Background: an optimization exercise with open tools, aiming at small area and a short achievable clock period. Do not read the settings as production practice.
For this run, only the layout was checked, not whether the RTL still works.
Power and IR drop assume default switching activity.

==> flow/standard.sh <==
#!/bin/bash
# synth_recipe.tcl (not shown) runs the flow's synth.tcl, then flattens the netlist and writes it again
# the make line also repeats each setting of config.mk as NAME=value (left out here)
make -C /OpenROAD-flow-scripts/flow DESIGN_CONFIG=/design/flow/config.mk WORK_HOME=/design/flow/orfs CLKGATE_MAP_FILE= SYNTH_SCRIPT=/design/flow/synth_recipe.tcl "${@:-finish}"
==> flow/config.mk <==
export PLATFORM = sky130hd
export DESIGN_NAME = fcb
export DESIGN_NICKNAME = fcb
export VERILOG_FILES = /design/flow/design.v
export SDC_FILE = /design/flow/constraint.sdc
export NUM_CORES = 4
export LEC_CHECK = 0
export CAP_MARGIN = 20
export CORE_MARGIN = 2
export CORE_UTILIZATION = 40
export SLEW_MARGIN = 20
==> flow/flow/reabc.ys <==
# Area re-mapping of the standard synthesis netlist: the flip-flops, the full
# adders that synthesis extracted and the cnt_val multiplexers are kept as they
# are (same instances, names and cells); the rest of the logic between the
# flip-flops is mapped again by ABC with an area-oriented script (flow/area.abc).
read_liberty -ignore_miss_func @LIB@
read_verilog @IN@
hierarchy -top fcb
setattr -mod -set blackbox 1 sky130_fd_sc_hd__*df* sky130_fd_sc_hd__*dl* sky130_fd_sc_hd__*sdf* sky130_fd_sc_hd__fa_*
# the 4:1 muxes of cnt_val (a path from input to output port) stay as the
# standard synthesis mapped them
setattr -set keep_hierarchy 1 w:cnt_val %ci1 c:* %i
flatten
setattr -mod -set blackbox 1 sky130_fd_sc_hd__mux4_2
rename -hide w:*.*
opt_clean -purge
abc -liberty @LIB@ -dont_use sky130_fd_sc_hd__lpflow_bleeder_1 -dont_use sky130_fd_sc_hd__lpflow_clkbufkapwr_1 -dont_use sky130_fd_sc_hd__lpflow_clkbufkapwr_16 -dont_use sky130_fd_sc_hd__lpflow_clkbufkapwr_2 -dont_use sky130_fd_sc_hd__lpflow_clkbufkapwr_4 -dont_use sky130_fd_sc_hd__lpflow_clkbufkapwr_8 -dont_use sky130_fd_sc_hd__lpflow_clkinvkapwr_1 -dont_use sky130_fd_sc_hd__lpflow_clkinvkapwr_16 -dont_use sky130_fd_sc_hd__lpflow_clkinvkapwr_2 -dont_use sky130_fd_sc_hd__lpflow_clkinvkapwr_4 -dont_use sky130_fd_sc_hd__lpflow_clkinvkapwr_8 -dont_use sky130_fd_sc_hd__lpflow_decapkapwr_12 -dont_use sky130_fd_sc_hd__lpflow_decapkapwr_3 -dont_use sky130_fd_sc_hd__lpflow_decapkapwr_4 -dont_use sky130_fd_sc_hd__lpflow_decapkapwr_6 -dont_use sky130_fd_sc_hd__lpflow_decapkapwr_8 -dont_use sky130_fd_sc_hd__lpflow_inputiso0n_1 -dont_use sky130_fd_sc_hd__lpflow_inputiso0p_1 -dont_use sky130_fd_sc_hd__lpflow_inputiso1n_1 -dont_use sky130_fd_sc_hd__lpflow_inputiso1p_1 -dont_use sky130_fd_sc_hd__lpflow_inputisolatch_1 -dont_use sky130_fd_sc_hd__lpflow_isobufsrc_1 -dont_use sky130_fd_sc_hd__lpflow_isobufsrc_16 -dont_use sky130_fd_sc_hd__lpflow_isobufsrc_2 -dont_use sky130_fd_sc_hd__lpflow_isobufsrc_4 -dont_use sky130_fd_sc_hd__lpflow_isobufsrc_8 -dont_use sky130_fd_sc_hd__lpflow_isobufsrckapwr_16 -dont_use sky130_fd_sc_hd__lpflow_lsbuf_lh_hl_isowell_tap_1 -dont_use sky130_fd_sc_hd__lpflow_lsbuf_lh_hl_isowell_tap_2 -dont_use sky130_fd_sc_hd__lpflow_lsbuf_lh_hl_isowell_tap_4 -dont_use sky130_fd_sc_hd__lpflow_lsbuf_lh_isowell_4 -dont_use sky130_fd_sc_hd__lpflow_lsbuf_lh_isowell_tap_1 -dont_use sky130_fd_sc_hd__lpflow_lsbuf_lh_isowell_tap_2 -dont_use sky130_fd_sc_hd__lpflow_lsbuf_lh_isowell_tap_4 -dont_use sky130_fd_sc_hd__probe_p_8 -dont_use sky130_fd_sc_hd__probec_p_8  -script @ABC@
opt_clean -purge
hilomap -singleton -hicell sky130_fd_sc_hd__conb_1 HI -locell sky130_fd_sc_hd__conb_1 LO
insbuf -buf sky130_fd_sc_hd__buf_1 A X
rename -enumerate -pattern reabc_% w:$* c:$*
opt_clean -purge
tee -o reabc_stat.log stat -liberty @LIB@
write_verilog -noattr -nohex -nodec -noexpr @OUT@
==> flow/design.v <==
module fcb (
    input              clk,
    input              rst,
    input              rx_valid,
    input      [7:0]   rx_byte,
    output reg         dec_valid,
    output reg [2:0]   dec_evt,
    output     [3:0]   dec_len,
    output reg [87:0]  dec_data,
    output reg [1:0]   s2c_kind,
    output     [1:0]   s2c_host,
    output     [10:0]  s2c_id,
    output     [3:0]   s2c_dlc,
    input      [1:0]   cnt_sel,
    output     [15:0]  cnt_val,
    input              enc_valid,
    input      [3:0]   enc_len,
    input      [87:0]  enc_data,
    output             enc_ready,
    output reg         enc_refused,
    input              can_valid,
    input              can_ext,
    input      [28:0]  can_id,
    input      [3:0]   can_dlc,
    input      [63:0]  can_data,
    input      [31:0]  pt_mask,
    output             can_ready,
    output reg         c2s_valid,
    output reg [1:0]   c2s_res,
    output reg [2:0]   c2s_kind,
    output     [23:0]  c2s_arg,
    output     [3:0]   c2s_opc,
    output     [4:0]   c2s_sid,
    output             tx_valid,
    output reg [7:0]   tx_byte,
    input              tx_ready
);
    localparam CNT_MAX = 16'hFFFF;
    localparam EV_NONE     = 3'd0;
    localparam EV_IDLE     = 3'd1;
    localparam EV_DELIVER  = 3'd2;
    localparam EV_OVERFLOW = 3'd3;
    localparam EV_CHAIN    = 3'd4;
    localparam EV_SUM      = 3'd5;
    localparam EV_SHORT    = 3'd6;
    localparam S2C_CAN  = 2'd0;
    localparam S2C_HOST = 2'd1;
    localparam S2C_DROP = 2'd2;
    localparam C2S_DROP  = 2'd0;
    localparam C2S_LOCAL = 2'd1;
    localparam C2S_NOOP  = 2'd2;
    localparam C2S_FWD   = 2'd3;
    integer i, j, k, q;
    reg        rx_empty;
    reg [3:0]  rx_lm2;
    reg [3:0]  rx_dist;
    reg [7:0]  rx_sum;
    wire rx_zero  = (rx_byte == 8'd0);
    wire rx_data  = rx_valid && !rx_zero;
    wire rx_full  = !rx_empty && rx_lm2 == 4'd11;           
    wire rx_code  = rx_empty || rx_dist == 4'd0;            
    wire [7:0] rx_blk = rx_code ? 8'd0 : rx_byte;           
    wire [3:0] rx_slot = rx_lm2 + 4'd1;                    
    wire rx_short = rx_lm2 == 4'd15 || rx_lm2 <= 4'd2;      
    wire [7:0] p0 = dec_data[7:0];
    wire [7:0] p1 = dec_data[15:8];
    reg [1:0] sp_kind;
    always @* begin
        if (p0 == 8'hFF)
            sp_kind = (p1 == 8'h01 || p1 == 8'h02 || p1 == 8'hFF) ? S2C_HOST : S2C_DROP;
        else if (p0[7:3] == 5'd0 && p0[2:1] == 2'd0 && rx_lm2 <= 4'd10 &&
                 ({p0[0], p1[7:5]} != 4'd0) && ({p0[0], p1[7:5]} <= 4'd4))
            sp_kind = S2C_CAN;
        else
            sp_kind = S2C_DROP;
    end
    assign dec_len  = rx_lm2;
    assign s2c_host = {p1[7], ~p1[0]};
    assign s2c_id   = {p0[2:0], p1};
    assign s2c_dlc  = rx_lm2 - 4'd2;
    always @* s2c_kind = sp_kind;
    function [7:0] add8(input [7:0] x, input [7:0] y);
        reg     c;
        integer t;
        begin
            c = 1'b0;
            for (t = 0; t < 8; t = t + 1) begin
                add8[t] = x[t] ^ y[t] ^ c;
                c = (x[t] & y[t]) | (c & (x[t] ^ y[t]));
            end
        end
    endfunction
    reg [2:0] ev;
    always @* begin
        if (!rx_zero)
            ev = rx_full ? EV_OVERFLOW : EV_NONE;
        else if (rx_empty)
            ev = EV_IDLE;
        else if (rx_dist != 4'd0)
            ev = EV_CHAIN;
        else if (rx_sum != 8'd0)
            ev = EV_SUM;
        else if (rx_short)
            ev = EV_SHORT;
        else
            ev = EV_DELIVER;
    end
    always @(posedge clk) begin
        if (rst) begin
            rx_empty  <= 1'b1;
            dec_valid <= 1'b0;
        end else begin
            dec_valid <= rx_valid;
            if (rx_valid) begin
                if (!rx_data || rx_full)
                    rx_empty <= 1'b1;
                else
                    rx_empty <= 1'b0;
            end
        end
    end
    always @(posedge clk) begin
        dec_evt <= ev;
        if (rx_data && !rx_full) begin
            rx_lm2  <= rx_empty ? 4'd15 : rx_lm2 + 4'd1;
            rx_dist <= !rx_code ? rx_dist - 4'd1 :
                       (rx_byte[7:4] != 4'd0) ? 4'd15 : rx_byte[3:0] - 4'd1;
            rx_sum  <= add8(rx_empty ? 8'd0 : rx_sum, rx_blk);
        end
    end
    reg [10:0] dd_we;
    always @* begin
        for (j = 0; j < 11; j = j + 1)
            dd_we[j] = rx_data && !rx_full && !rx_empty && rx_slot == j;
    end
    always @(posedge clk) begin
        for (j = 0; j < 11; j = j + 1)
            dec_data[8*j +: 8] <= ({8{dd_we[j]}} & rx_blk) | ({8{!dd_we[j]}} & dec_data[8*j +: 8]);
    end
    reg         enc_busy;
    assign enc_ready = !enc_busy;
    assign can_ready = !enc_busy && !enc_valid;
    assign tx_valid  = enc_busy;
    wire can_take = can_valid && can_ready;
    wire enc_take = enc_valid && enc_ready;
    wire [4:0] ext_tag = can_id[28:24];
    wire [3:0] std_opc = can_id[8:5];
    wire [4:0] std_sid = can_id[4:0];
    reg [1:0] cr_res;
    reg [2:0] cr_kind;
    always @* begin
        cr_res  = C2S_DROP;
        cr_kind = 3'd0;
        if (can_ext) begin
            cr_res = C2S_LOCAL;
            case (ext_tag)
                5'h1F: cr_kind = 3'd0;
                5'h1E: cr_kind = 3'd1;
                5'h1D: cr_kind = 3'd2;
                5'h1C: cr_kind = 3'd3;
                5'h1B: cr_kind = 3'd4;
                5'h00: cr_kind = 3'd5;
                5'h01: cr_kind = 3'd6;
                default: cr_res = C2S_DROP;
            endcase
        end else if (can_id[10:9] != 2'd0 || std_opc == 4'd0 || std_opc > 4'd4) begin
            cr_res = C2S_DROP;
        end else if (!pt_mask[std_sid] || std_sid == 5'd0) begin
            cr_res = C2S_NOOP;
        end else begin
            cr_res = C2S_FWD;
        end
    end
    always @(posedge clk) begin
        if (rst)
            c2s_valid <= 1'b0;
        else
            c2s_valid <= can_take;
        c2s_res  <= cr_res;
        c2s_kind <= cr_kind;
    end
    reg [15:0] cnt_overflow;
    reg [15:0] cnt_checksum;
    reg [15:0] cnt_short;
    reg [15:0] cnt_unknown;
    wire inc_overflow = rx_valid && ev == EV_OVERFLOW;
    wire inc_checksum = rx_valid && (ev == EV_CHAIN || ev == EV_SUM);
    wire inc_short    = rx_valid && ev == EV_SHORT;
    wire unk_dec      = rx_valid && ev == EV_DELIVER && sp_kind == S2C_DROP;
    wire unk_can      = can_take && cr_res == C2S_DROP;
    function [15:0] sat_inc(input [15:0] v, input en);
        reg     c;
        integer t;
        begin
            c = en && v != CNT_MAX;
            for (t = 0; t < 16; t = t + 1) begin
                sat_inc[t] = v[t] ^ c;
                c = c & v[t];
            end
        end
    endfunction
    reg  [15:0] unk_next;
    reg         unk_c;
    integer     ub;
    always @* begin
        unk_next[0] = cnt_unknown[0] ^ unk_dec ^ unk_can;
        unk_c = (cnt_unknown[0] & (unk_dec ^ unk_can)) | (unk_dec & unk_can);
        for (ub = 1; ub < 16; ub = ub + 1) begin
            unk_next[ub] = cnt_unknown[ub] ^ unk_c;
            unk_c = unk_c & cnt_unknown[ub];
        end
        unk_next = unk_next | {16{unk_c}};
    end
    always @(posedge clk) begin
        if (rst) begin
            cnt_overflow <= 16'd0;
            cnt_checksum <= 16'd0;
            cnt_short    <= 16'd0;
            cnt_unknown  <= 16'd0;
        end else begin
            cnt_overflow <= sat_inc(cnt_overflow, inc_overflow);
            cnt_checksum <= sat_inc(cnt_checksum, inc_checksum);
            cnt_short    <= sat_inc(cnt_short, inc_short);
            cnt_unknown  <= unk_next;
        end
    end
    assign cnt_val = (cnt_sel == 2'd0) ? cnt_overflow :
                     (cnt_sel == 2'd1) ? cnt_checksum :
                     (cnt_sel == 2'd2) ? cnt_short    : cnt_unknown;
    wire [3:0] src_len = enc_valid ? enc_len : can_dlc + 4'd2;
    reg  [10:0] m_enc;         
    reg  [10:0] m_can;         
    reg  [87:0] can_pl;        
    reg  [87:0] src;
    always @* begin
        for (i = 0; i < 11; i = i + 1) begin
            m_enc[i] = enc_valid && (enc_len > i);
            m_can[i] = !enc_valid && ({1'b0, can_dlc} + 5'd2 > i);
        end
        m_can[2] = !enc_valid && (can_ext || can_dlc != 4'd0);
        can_pl = {8'd0, can_data, can_id[7:0], can_ext ? can_id[15:11] : 5'd0, can_id[10:8]};
        if (can_ext)
            can_pl[23:16] = can_id[23:16];
        for (i = 0; i < 11; i = i + 1)
            src[8*i +: 8] = ({8{m_enc[i]}} & enc_data[8*i +: 8]) |
                            ({8{m_can[i]}} & can_pl[8*i +: 8]);
    end
    wire [7:0] src_csum;
    wire cs_s0 = ~src[0] ^ ~src[8] ^ ~src[16];
    wire cs_c0 = (~src[0] & ~src[8]) | (~src[16] & (~src[0] ^ ~src[8]));
    wire cs_s1 = ~src[24] ^ ~src[32] ^ ~src[40];
    wire cs_c1 = (~src[24] & ~src[32]) | (~src[40] & (~src[24] ^ ~src[32]));
    wire cs_s2 = ~src[48] ^ ~src[56] ^ ~src[64];
    wire cs_c2 = (~src[48] & ~src[56]) | (~src[64] & (~src[48] ^ ~src[56]));
    wire cs_s3 = ~src[72] ^ ~src[80] ^ 1'b1;
    wire cs_c3 = (~src[72] & ~src[80]) | (1'b1 & (~src[72] ^ ~src[80]));
    wire cs_s4 = cs_s0 ^ cs_s1 ^ cs_s2;
    wire cs_c4 = (cs_s0 & cs_s1) | (cs_s2 & (cs_s0 ^ cs_s1));
    wire cs_s5 = cs_s3 ^ cs_s4;
    wire cs_c5 = cs_s3 & cs_s4;
    assign src_csum[0] = cs_s5;
    wire cs_s6 = ~src[1] ^ ~src[9] ^ ~src[17];
    wire cs_c6 = (~src[1] & ~src[9]) | (~src[17] & (~src[1] ^ ~src[9]));
    wire cs_s7 = ~src[25] ^ ~src[33] ^ ~src[41];
    wire cs_c7 = (~src[25] & ~src[33]) | (~src[41] & (~src[25] ^ ~src[33]));
    wire cs_s8 = ~src[49] ^ ~src[57] ^ ~src[65];
    wire cs_c8 = (~src[49] & ~src[57]) | (~src[65] & (~src[49] ^ ~src[57]));
    wire cs_s9 = ~src[73] ^ ~src[81] ^ 1'b1;
    wire cs_c9 = (~src[73] & ~src[81]) | (1'b1 & (~src[73] ^ ~src[81]));
    wire cs_s10 = cs_c0 ^ cs_c1 ^ cs_c2;
    wire cs_c10 = (cs_c0 & cs_c1) | (cs_c2 & (cs_c0 ^ cs_c1));
    wire cs_s11 = cs_c3 ^ cs_c4 ^ cs_c5;
    wire cs_c11 = (cs_c3 & cs_c4) | (cs_c5 & (cs_c3 ^ cs_c4));
    wire cs_s12 = cs_s6 ^ cs_s7 ^ cs_s8;
    wire cs_c12 = (cs_s6 & cs_s7) | (cs_s8 & (cs_s6 ^ cs_s7));
    wire cs_s13 = cs_s9 ^ cs_s10 ^ cs_s11;
    wire cs_c13 = (cs_s9 & cs_s10) | (cs_s11 & (cs_s9 ^ cs_s10));
    wire cs_s14 = cs_s12 ^ cs_s13;
    wire cs_c14 = cs_s12 & cs_s13;
    assign src_csum[1] = cs_s14;
    wire cs_s15 = ~src[2] ^ ~src[10] ^ ~src[18];
    wire cs_c15 = (~src[2] & ~src[10]) | (~src[18] & (~src[2] ^ ~src[10]));
    wire cs_s16 = ~src[26] ^ ~src[34] ^ ~src[42];
    wire cs_c16 = (~src[26] & ~src[34]) | (~src[42] & (~src[26] ^ ~src[34]));
    wire cs_s17 = ~src[50] ^ ~src[58] ^ ~src[66];
    wire cs_c17 = (~src[50] & ~src[58]) | (~src[66] & (~src[50] ^ ~src[58]));
    wire cs_s18 = ~src[74] ^ ~src[82] ^ cs_c6;
    wire cs_c18 = (~src[74] & ~src[82]) | (cs_c6 & (~src[74] ^ ~src[82]));
    wire cs_s19 = cs_c7 ^ cs_c8 ^ cs_c9;
    wire cs_c19 = (cs_c7 & cs_c8) | (cs_c9 & (cs_c7 ^ cs_c8));
    wire cs_s20 = cs_c10 ^ cs_c11 ^ cs_c12;
    wire cs_c20 = (cs_c10 & cs_c11) | (cs_c12 & (cs_c10 ^ cs_c11));
    wire cs_s21 = cs_c13 ^ cs_c14 ^ cs_s15;
    wire cs_c21 = (cs_c13 & cs_c14) | (cs_s15 & (cs_c13 ^ cs_c14));
    wire cs_s22 = cs_s16 ^ cs_s17 ^ cs_s18;
    wire cs_c22 = (cs_s16 & cs_s17) | (cs_s18 & (cs_s16 ^ cs_s17));
    wire cs_s23 = cs_s19 ^ cs_s20 ^ cs_s21;
    wire cs_c23 = (cs_s19 & cs_s20) | (cs_s21 & (cs_s19 ^ cs_s20));
    wire cs_s24 = cs_s22 ^ cs_s23;
    wire cs_c24 = cs_s22 & cs_s23;
    assign src_csum[2] = cs_s24;
    wire cs_s25 = ~src[3] ^ ~src[11] ^ ~src[19];
    wire cs_c25 = (~src[3] & ~src[11]) | (~src[19] & (~src[3] ^ ~src[11]));
    wire cs_s26 = ~src[27] ^ ~src[35] ^ ~src[43];
    wire cs_c26 = (~src[27] & ~src[35]) | (~src[43] & (~src[27] ^ ~src[35]));
    wire cs_s27 = ~src[51] ^ ~src[59] ^ ~src[67];
    wire cs_c27 = (~src[51] & ~src[59]) | (~src[67] & (~src[51] ^ ~src[59]));
    wire cs_s28 = ~src[75] ^ ~src[83] ^ 1'b1;
    wire cs_c28 = (~src[75] & ~src[83]) | (1'b1 & (~src[75] ^ ~src[83]));
    wire cs_s29 = cs_c15 ^ cs_c16 ^ cs_c17;
    wire cs_c29 = (cs_c15 & cs_c16) | (cs_c17 & (cs_c15 ^ cs_c16));
    wire cs_s30 = cs_c18 ^ cs_c19 ^ cs_c20;
    wire cs_c30 = (cs_c18 & cs_c19) | (cs_c20 & (cs_c18 ^ cs_c19));
    wire cs_s31 = cs_c21 ^ cs_c22 ^ cs_c23;
    wire cs_c31 = (cs_c21 & cs_c22) | (cs_c23 & (cs_c21 ^ cs_c22));
    wire cs_s32 = cs_c24 ^ cs_s25 ^ cs_s26;
    wire cs_c32 = (cs_c24 & cs_s25) | (cs_s26 & (cs_c24 ^ cs_s25));
    wire cs_s33 = cs_s27 ^ cs_s28 ^ cs_s29;
    wire cs_c33 = (cs_s27 & cs_s28) | (cs_s29 & (cs_s27 ^ cs_s28));
    wire cs_s34 = cs_s30 ^ cs_s31 ^ cs_s32;
    wire cs_c34 = (cs_s30 & cs_s31) | (cs_s32 & (cs_s30 ^ cs_s31));
    wire cs_s35 = cs_s33 ^ cs_s34;
    wire cs_c35 = cs_s33 & cs_s34;
    assign src_csum[3] = cs_s35;
    wire cs_s36 = ~src[4] ^ ~src[12] ^ ~src[20];
    wire cs_c36 = (~src[4] & ~src[12]) | (~src[20] & (~src[4] ^ ~src[12]));
    wire cs_s37 = ~src[28] ^ ~src[36] ^ ~src[44];
    wire cs_c37 = (~src[28] & ~src[36]) | (~src[44] & (~src[28] ^ ~src[36]));
    wire cs_s38 = ~src[52] ^ ~src[60] ^ ~src[68];
    wire cs_c38 = (~src[52] & ~src[60]) | (~src[68] & (~src[52] ^ ~src[60]));
    wire cs_s39 = ~src[76] ^ ~src[84] ^ cs_c25;
    wire cs_c39 = (~src[76] & ~src[84]) | (cs_c25 & (~src[76] ^ ~src[84]));
    wire cs_s40 = cs_c26 ^ cs_c27 ^ cs_c28;
    wire cs_c40 = (cs_c26 & cs_c27) | (cs_c28 & (cs_c26 ^ cs_c27));
    wire cs_s41 = cs_c29 ^ cs_c30 ^ cs_c31;
    wire cs_c41 = (cs_c29 & cs_c30) | (cs_c31 & (cs_c29 ^ cs_c30));
    wire cs_s42 = cs_c32 ^ cs_c33 ^ cs_c34;
    wire cs_c42 = (cs_c32 & cs_c33) | (cs_c34 & (cs_c32 ^ cs_c33));
    wire cs_s43 = cs_c35 ^ cs_s36 ^ cs_s37;
    wire cs_c43 = (cs_c35 & cs_s36) | (cs_s37 & (cs_c35 ^ cs_s36));
    wire cs_s44 = cs_s38 ^ cs_s39 ^ cs_s40;
    wire cs_c44 = (cs_s38 & cs_s39) | (cs_s40 & (cs_s38 ^ cs_s39));
    wire cs_s45 = cs_s41 ^ cs_s42 ^ cs_s43;
    wire cs_c45 = (cs_s41 & cs_s42) | (cs_s43 & (cs_s41 ^ cs_s42));
    wire cs_s46 = cs_s44 ^ cs_s45;
    wire cs_c46 = cs_s44 & cs_s45;
    assign src_csum[4] = cs_s46;
    wire cs_s47 = ~src[5] ^ ~src[13] ^ ~src[21];
    wire cs_c47 = (~src[5] & ~src[13]) | (~src[21] & (~src[5] ^ ~src[13]));
    wire cs_s48 = ~src[29] ^ ~src[37] ^ ~src[45];
    wire cs_c48 = (~src[29] & ~src[37]) | (~src[45] & (~src[29] ^ ~src[37]));
    wire cs_s49 = ~src[53] ^ ~src[61] ^ ~src[69];
    wire cs_c49 = (~src[53] & ~src[61]) | (~src[69] & (~src[53] ^ ~src[61]));
    wire cs_s50 = ~src[77] ^ ~src[85] ^ cs_c36;
    wire cs_c50 = (~src[77] & ~src[85]) | (cs_c36 & (~src[77] ^ ~src[85]));
    wire cs_s51 = cs_c37 ^ cs_c38 ^ cs_c39;
    wire cs_c51 = (cs_c37 & cs_c38) | (cs_c39 & (cs_c37 ^ cs_c38));
    wire cs_s52 = cs_c40 ^ cs_c41 ^ cs_c42;
    wire cs_c52 = (cs_c40 & cs_c41) | (cs_c42 & (cs_c40 ^ cs_c41));
    wire cs_s53 = cs_c43 ^ cs_c44 ^ cs_c45;
    wire cs_c53 = (cs_c43 & cs_c44) | (cs_c45 & (cs_c43 ^ cs_c44));
    wire cs_s54 = cs_c46 ^ cs_s47 ^ cs_s48;
    wire cs_c54 = (cs_c46 & cs_s47) | (cs_s48 & (cs_c46 ^ cs_s47));
    wire cs_s55 = cs_s49 ^ cs_s50 ^ cs_s51;
    wire cs_c55 = (cs_s49 & cs_s50) | (cs_s51 & (cs_s49 ^ cs_s50));
    wire cs_s56 = cs_s52 ^ cs_s53 ^ cs_s54;
    wire cs_c56 = (cs_s52 & cs_s53) | (cs_s54 & (cs_s52 ^ cs_s53));
    wire cs_s57 = cs_s55 ^ cs_s56;
    wire cs_c57 = cs_s55 & cs_s56;
    assign src_csum[5] = cs_s57;
    wire cs_s58 = ~src[6] ^ ~src[14] ^ ~src[22];
    wire cs_c58 = (~src[6] & ~src[14]) | (~src[22] & (~src[6] ^ ~src[14]));
    wire cs_s59 = ~src[30] ^ ~src[38] ^ ~src[46];
    wire cs_c59 = (~src[30] & ~src[38]) | (~src[46] & (~src[30] ^ ~src[38]));
    wire cs_s60 = ~src[54] ^ ~src[62] ^ ~src[70];
    wire cs_c60 = (~src[54] & ~src[62]) | (~src[70] & (~src[54] ^ ~src[62]));
    wire cs_s61 = ~src[78] ^ ~src[86] ^ cs_c47;
    wire cs_c61 = (~src[78] & ~src[86]) | (cs_c47 & (~src[78] ^ ~src[86]));
    wire cs_s62 = cs_c48 ^ cs_c49 ^ cs_c50;
    wire cs_c62 = (cs_c48 & cs_c49) | (cs_c50 & (cs_c48 ^ cs_c49));
    wire cs_s63 = cs_c51 ^ cs_c52 ^ cs_c53;
    wire cs_c63 = (cs_c51 & cs_c52) | (cs_c53 & (cs_c51 ^ cs_c52));
    wire cs_s64 = cs_c54 ^ cs_c55 ^ cs_c56;
    wire cs_c64 = (cs_c54 & cs_c55) | (cs_c56 & (cs_c54 ^ cs_c55));
    wire cs_s65 = cs_c57 ^ cs_s58 ^ cs_s59;
    wire cs_c65 = (cs_c57 & cs_s58) | (cs_s59 & (cs_c57 ^ cs_s58));
    wire cs_s66 = cs_s60 ^ cs_s61 ^ cs_s62;
    wire cs_c66 = (cs_s60 & cs_s61) | (cs_s62 & (cs_s60 ^ cs_s61));
    wire cs_s67 = cs_s63 ^ cs_s64 ^ cs_s65;
    wire cs_c67 = (cs_s63 & cs_s64) | (cs_s65 & (cs_s63 ^ cs_s64));
    wire cs_s68 = cs_s66 ^ cs_s67;
    wire cs_c68 = cs_s66 & cs_s67;
    assign src_csum[6] = cs_s68;
    wire cs_s69 = ~src[7] ^ ~src[15] ^ ~src[23];
    wire cs_s70 = ~src[31] ^ ~src[39] ^ ~src[47];
    wire cs_s71 = ~src[55] ^ ~src[63] ^ ~src[71];
    wire cs_s72 = ~src[79] ^ ~src[87] ^ cs_c58;
    wire cs_s73 = cs_c59 ^ cs_c60 ^ cs_c61;
    wire cs_s74 = cs_c62 ^ cs_c63 ^ cs_c64;
    wire cs_s75 = cs_c65 ^ cs_c66 ^ cs_c67;
    wire cs_s76 = cs_c68 ^ cs_s69 ^ cs_s70;
    wire cs_s77 = cs_s71 ^ cs_s72 ^ cs_s73;
    wire cs_s78 = cs_s74 ^ cs_s75 ^ cs_s76;
    wire cs_s79 = cs_s77 ^ cs_s78;
    assign src_csum[7] = cs_s79;
    reg [7:0] pay [0:10];
    reg [7:0] e_csum;          
    reg       e_first;         
    reg [3:0] e_k;             
    assign c2s_arg = {pay[2], pay[0], pay[1]};
    assign c2s_opc = {pay[0][0], pay[1][7:5]};
    assign c2s_sid = pay[1][4:0];
    wire start_frame = (enc_take && enc_len <= 4'd11) ||
                       (can_take && cr_res == C2S_FWD);
    wire [7:0] e_x    = (e_k == 4'd0) ? e_csum : pay[0];
    wire       e_code = e_first || e_x == 8'd0;
    wire       e_csz  = e_csum == 8'd0;
    reg [3:0]  e_dist;
    reg [11:0] e_hit;
    always @* begin
        e_dist  = e_k + 4'd1 + {3'd0, e_first};
        for (k = 11; k >= 0; k = k - 1) begin
            if (k == e_k)
                e_hit[k] = e_csz;
            else
                e_hit[k] = (k > 10) || (pay[k > 10 ? 0 : k] == 8'd0);
            if ((k > 0 || e_first) && e_hit[k])
                e_dist = k + {3'd0, e_first};
        end
    end
    always @* begin
        if (e_k == 4'd15)
            tx_byte = 8'd0;
        else if (e_code)
            tx_byte = {4'd0, e_dist};
        else
            tx_byte = e_x;
    end
    always @(posedge clk) begin
        if (rst) begin
            enc_busy    <= 1'b0;
            enc_refused <= 1'b0;
        end else begin
            enc_refused <= enc_take && enc_len > 4'd11;
            if (!enc_busy)
                enc_busy <= start_frame;
            else if (tx_ready && !e_first && e_k == 4'd15)
                enc_busy <= 1'b0;
        end
    end
    wire       pay_ld = !enc_busy;
    wire       pay_sh = enc_busy && tx_ready && !e_first;
    wire       pay_hd = enc_busy && !(tx_ready && !e_first);
    always @(posedge clk) begin
        for (q = 0; q < 11; q = q + 1)
            pay[q] <= ({8{pay_ld}} & src[8*q +: 8]) |
                      ({8{pay_sh}} & (q < 10 ? pay[q < 10 ? q + 1 : 0] : 8'd0)) |
                      ({8{pay_hd}} & pay[q]);
    end
    always @(posedge clk) begin
        if (!enc_busy) begin
            e_csum  <= src_csum;
            e_first <= 1'b1;
            e_k     <= src_len;
        end else if (tx_ready) begin
            e_first <= 1'b0;
            if (!e_first) begin
                e_k <= e_k - 4'd1;
            end
        end
    end
endmodule
==> flow/flow/run.sh <==
#!/bin/bash
# The standard layout (standard.sh) with these changes to how it is made:
#  * after the standard synthesis, the logic between the flip-flops is mapped
#    again by ABC for area (flow/reabc.ys, flow/area.abc); the flip-flops,
#    their names and cells are kept as the standard synthesis made them, and
#    so are its full adders and the cnt_val multiplexers (from cnt_sel to
#    cnt_val, a path through the ports that the area mapping would slow down);
#  * port buffers are the smallest buffer (buf_1);
#  * clock tree from clkbuf_4 with sink clusters of up to 10, no dummy loads;
#  * timing repair aims at 14.1 ns of setup slack, so that it speeds up the
#    paths through the ports (the constraints and clock period are unchanged).
# Logs: flow_synth.log, reabc.log, flow_standard.log here, and ORFS's own
# per-step logs under orfs/logs.
set -uo pipefail
W=$PWD
RES=$W/orfs/results/sky130hd/fcb/base
LIB=$FLOW_HOME/platforms/sky130hd/lib/sky130_fd_sc_hd__tt_025C_1v80.lib
OPTS=("BUFFER_PORTS_ARGS=-buffer_cell sky130_fd_sc_hd__buf_1"
      "CTS_ARGS=-sink_clustering_enable -repair_clock_nets -buf_list sky130_fd_sc_hd__clkbuf_4 -sink_clustering_size 10 -sink_clustering_max_diameter 40 -dont_use_dummy_load"
      "SETUP_SLACK_MARGIN=14.1")
bash standard.sh "${OPTS[@]}" $RES/1_2_yosys.v > flow_synth.log 2>&1
cp $RES/1_2_yosys.v $W/1_2_yosys_standard.v
sed -e "s#@LIB@#$LIB#g" -e "s#@IN@#$W/1_2_yosys_standard.v#" -e "s#@OUT@#$W/1_2_yosys_reabc.v#" \
    -e "s#@ABC@#$W/flow/area.abc#" flow/reabc.ys > reabc_run.ys
if yosys -s reabc_run.ys > reabc.log 2>&1 && [ -s $W/1_2_yosys_reabc.v ] &&
   [ "$(grep -c '^module' $W/1_2_yosys_reabc.v)" = 1 ]; then
  cp $W/1_2_yosys_reabc.v $RES/1_2_yosys.v
fi
bash standard.sh "${OPTS[@]}" finish > flow_standard.log 2>&1
==> flow/constraint.sdc <==
create_clock -name core_clock -period 25.0 [get_ports {clk}]
set_input_delay 5.0000 -clock core_clock [delete_from_list [all_inputs] [get_ports {clk}]]
set_output_delay 5.0000 -clock core_clock [all_outputs]
set_load 0.01 [all_outputs]
==> flow/flow/area.abc <==
strash
&get -n
&fraig -x
&st
&deepsyn -T 120
&dch -f
&nf -R 1000 -a -p -E 2 -C 32 -A 4 -F 8
&put
==> reports/metrics.yaml <==
clock_tree:
  cts_sinks: 282
  worstSkewPairLatency_ns: 0.66
  clockRootBuffer: "clkbuf_4"
  cts_buffer_depth: 3
  cts_tree: "done"
  numCtsBuffers: 44
  cts_hold_buf: 0
  htree_num_levels: 2
  path_clk_slew_ns: 0.11
timing:
  setup_viol: 0
  skew_ns: 0.09060
  slew_viol_final: 0
  fin_setup_tns_ns: 0
  rsz0062_at_grt: "yes"
  min_period_ns: 14.77
  hold_violations: 0
  slew_headroom_pct: 33.59
  fmax_ghz: 0.06769
  period_share_pct: 59.09
  tightest_slew_ns: 0.9962
  worst_slack_ns: 10.23
drt:
  firstDrtPassIters: 5
  remaining_drc_errors: 0
  totalWireLength_um: 47780
  drtIter0Drc: 1076
  vias: 12470
  vias_per_cell: 5.687
  drt-wirelength-per-cell_um: 21.79
  detail-route-antenna-nets: 0
pwr:
  vdd_drop_max_uv: 348.7
  power_leakage_nw: 5.596
  p_sw_share_pct: 37.66
  p_sw_uw: 802.8
  p_seq_share_pct: 28.5
  clkPwrFrac_pct: 10.8
  power_mw: 2.132
  p_per_area_nw_per_um2: 128.0
  internal_power_mw: 1.329
  combPwrFrac_pct: 60.7
layout:
  drive_above_1_share_pct: 7.661
  layout.nets: 2042
  syn2layout_area_growth_pct: 20.67
  fillers: 3321
  postLayoutCoreUtil_pct: 48.58
floorplan:
  core_area_um2: 34290
  fp.dieW_um: 189.8
  dieArea_um2: 36010
  ioPinCount: 420
  fp.dieH_um: 189.8
  start_util_pct: 40.26
  rows: 68
placed_design:
  post-dp-hpwl_um: 37290
  preCtsSetupSlack_ns: 8.252
  gp_congestion: 0.9431
  portBuffers: 418
critical_path:
  critPathLaunchType: "input port"
  crit_path_end_kind: "flip-flop"
  criticalPathCategory: "in -> reg"
  crit_slowest_cell: "fa_2"
  cp_data_arrival_time_ns: 15.16
  slowest_delay_ns: 0.60
  cp_max_fo: 3
  r2r_slack_ns: 20.36
  cp.required_ns: 25.39
  crit_top_cell: "fa_1"
  crit_start: "can_dlc[3]"
logic_synthesis:
  avgSynthCellArea_um2: 10.88
  netlist_instances: 1269
  syn-cell-area_um2: 13800
  synth.net_count: 1573
  ys.warnings.count: 2
run:
  maxCapViolCount: 0
grt:
  gr-total-overflow: 0
  met1_usage_pct: 32.64
  gr-usage-met3_pct: 4.132
  grt_pass1_vias: 11970
  use_met2_pct: 44.74
  grt-busiest-layer: "met2"
  grt_max_degree: 90
  grt_first_pass_wirelength_um: 70400
  grt_antenna_before_repair: 1
  grt_use_total_pct: 25.99
min_path:
  worst_hold_path_type: "reg -> reg"
  holdCritStartpoint: "pay[10][4]$_DFF_P_"
run_status:
  status: "timing/DRC/antenna clean"
-- per-stage QoR --
| stage | hold WS, ns | instances | cell area (µm²) |
|---|---|---|---|
| 2_1_floorplan | 0.4380 | 1269 | 13850 |
| 3_3_place_gp | 0.4565 | 2129 | 15990 |
| 3_5_place_dp | 0.4735 | 2129 | 15990 |
| 4_1_cts | 0.4887 | 2187 | 16550 |
| 5_1_grt | 0.5212 | 2192 | 16660 |
| 6_report | 0.4857 | 2193 | 16660 |
-- power by group through the flow --
stage               clock network (mW)  registers, mW  logic (mW)
floorplan                            0          0.607       0.838
global placement                     0          0.617        1.07
detailed placement                   0          0.617        1.09
CTS                              0.239          0.607        1.24
global route                     0.256          0.611        1.43
finish                           0.231          0.608        1.29
-- cells in the final DEF, fill, tap and decap left out, drive strengths merged, types with 23 or more instances in the layout --
cell type,count
fa,66
nand2,72
a21oi,51
nand2b,23
buf,439
edfxtp,116
nor2,79
dfxtp,166
nor3,49
o21ai,95
a22oi,145
clkbuf,51
xnor2,27
nor4,35
clkinv,59
-- cell type report --
cell class	instances	area (µm²)	share of cell area (%)
Antenna cell	2	5.005	0.03004
Timing Repair Buffer	446	1883	11.30
Tap cell	455	569.3	3.417
Inverter	60	241.5	1.450
Sequential cell	282	6808	40.87
Multi-Input combinational cell	904	6822	40.95
Clock buffer	44	330.3	1.983
-- worst paths after layout --
path	endpoint	depth (start not counted)
hold reg to reg	pay[10][4]$_DFF_P_	2
setup / recovery	e_csum[7]$_DFFE_PN_	36
setup reg to reg	cnt_unknown[9]$_SDFF_PP0_	16
hold / removal	pay[10][4]$_DFF_P_	2
-- layer usage --
metal / share of wire (%) / wire length, µm / up-vias
met1: 40 / 19270 / 6019
li1: - / - / 5764
met2: 49 / 23330 / 572
met3: 6.8 / 3261 / 116
met5: 0 / 0 / -
met4: 4.0 / 1921 / 0
-- timing repair --
item                       CTS  global route
pin swaps                   17             3
setup endpoints to repair   22            16
setup buffers               13             4
gates cloned                 1             0
resized for setup           36            19
-- worst max-delay path, delay by kind of cell --
family / cells / cell delay (ns)
compound gates: 2 / 0.46
xor+xnor: 5 / 0.74
fa+ha+maj: 14 / 6.80
buf+inv: 4 / 0.38
simple gates: 11 / 1.77

==> separate check: timing with driven ports <==
How much do the figures lean on ideal ports? The routed layout below was timed once more, with nothing changed but the port constraints. Step 1 sets driving cells, clkbuf_16 on the clock port and buf_2 on the other inputs (assumed; they add their load-dependent delay and slew). Step 2 moves the port delays by t, midway between the first and last clock arrival at a register: inputs arrive t later, outputs are due t later. That takes back most of the time a late clock gives input paths. a / b / c = no drivers / after step 1 / after step 2; a / b = the first two.
shift t [ns]: 0.673
setup WS [ns]: 10.226 / 10.206 / 9.533
worst hold slack (ns): 0.486 / 0.486 / 0.486
latest minus earliest clock arrival (ns): 0.104 / 0.104
After both steps setup and hold are still met in this run. The setup slack of this run moves by -0.020 ns with the drivers and by -0.693 ns with both steps.
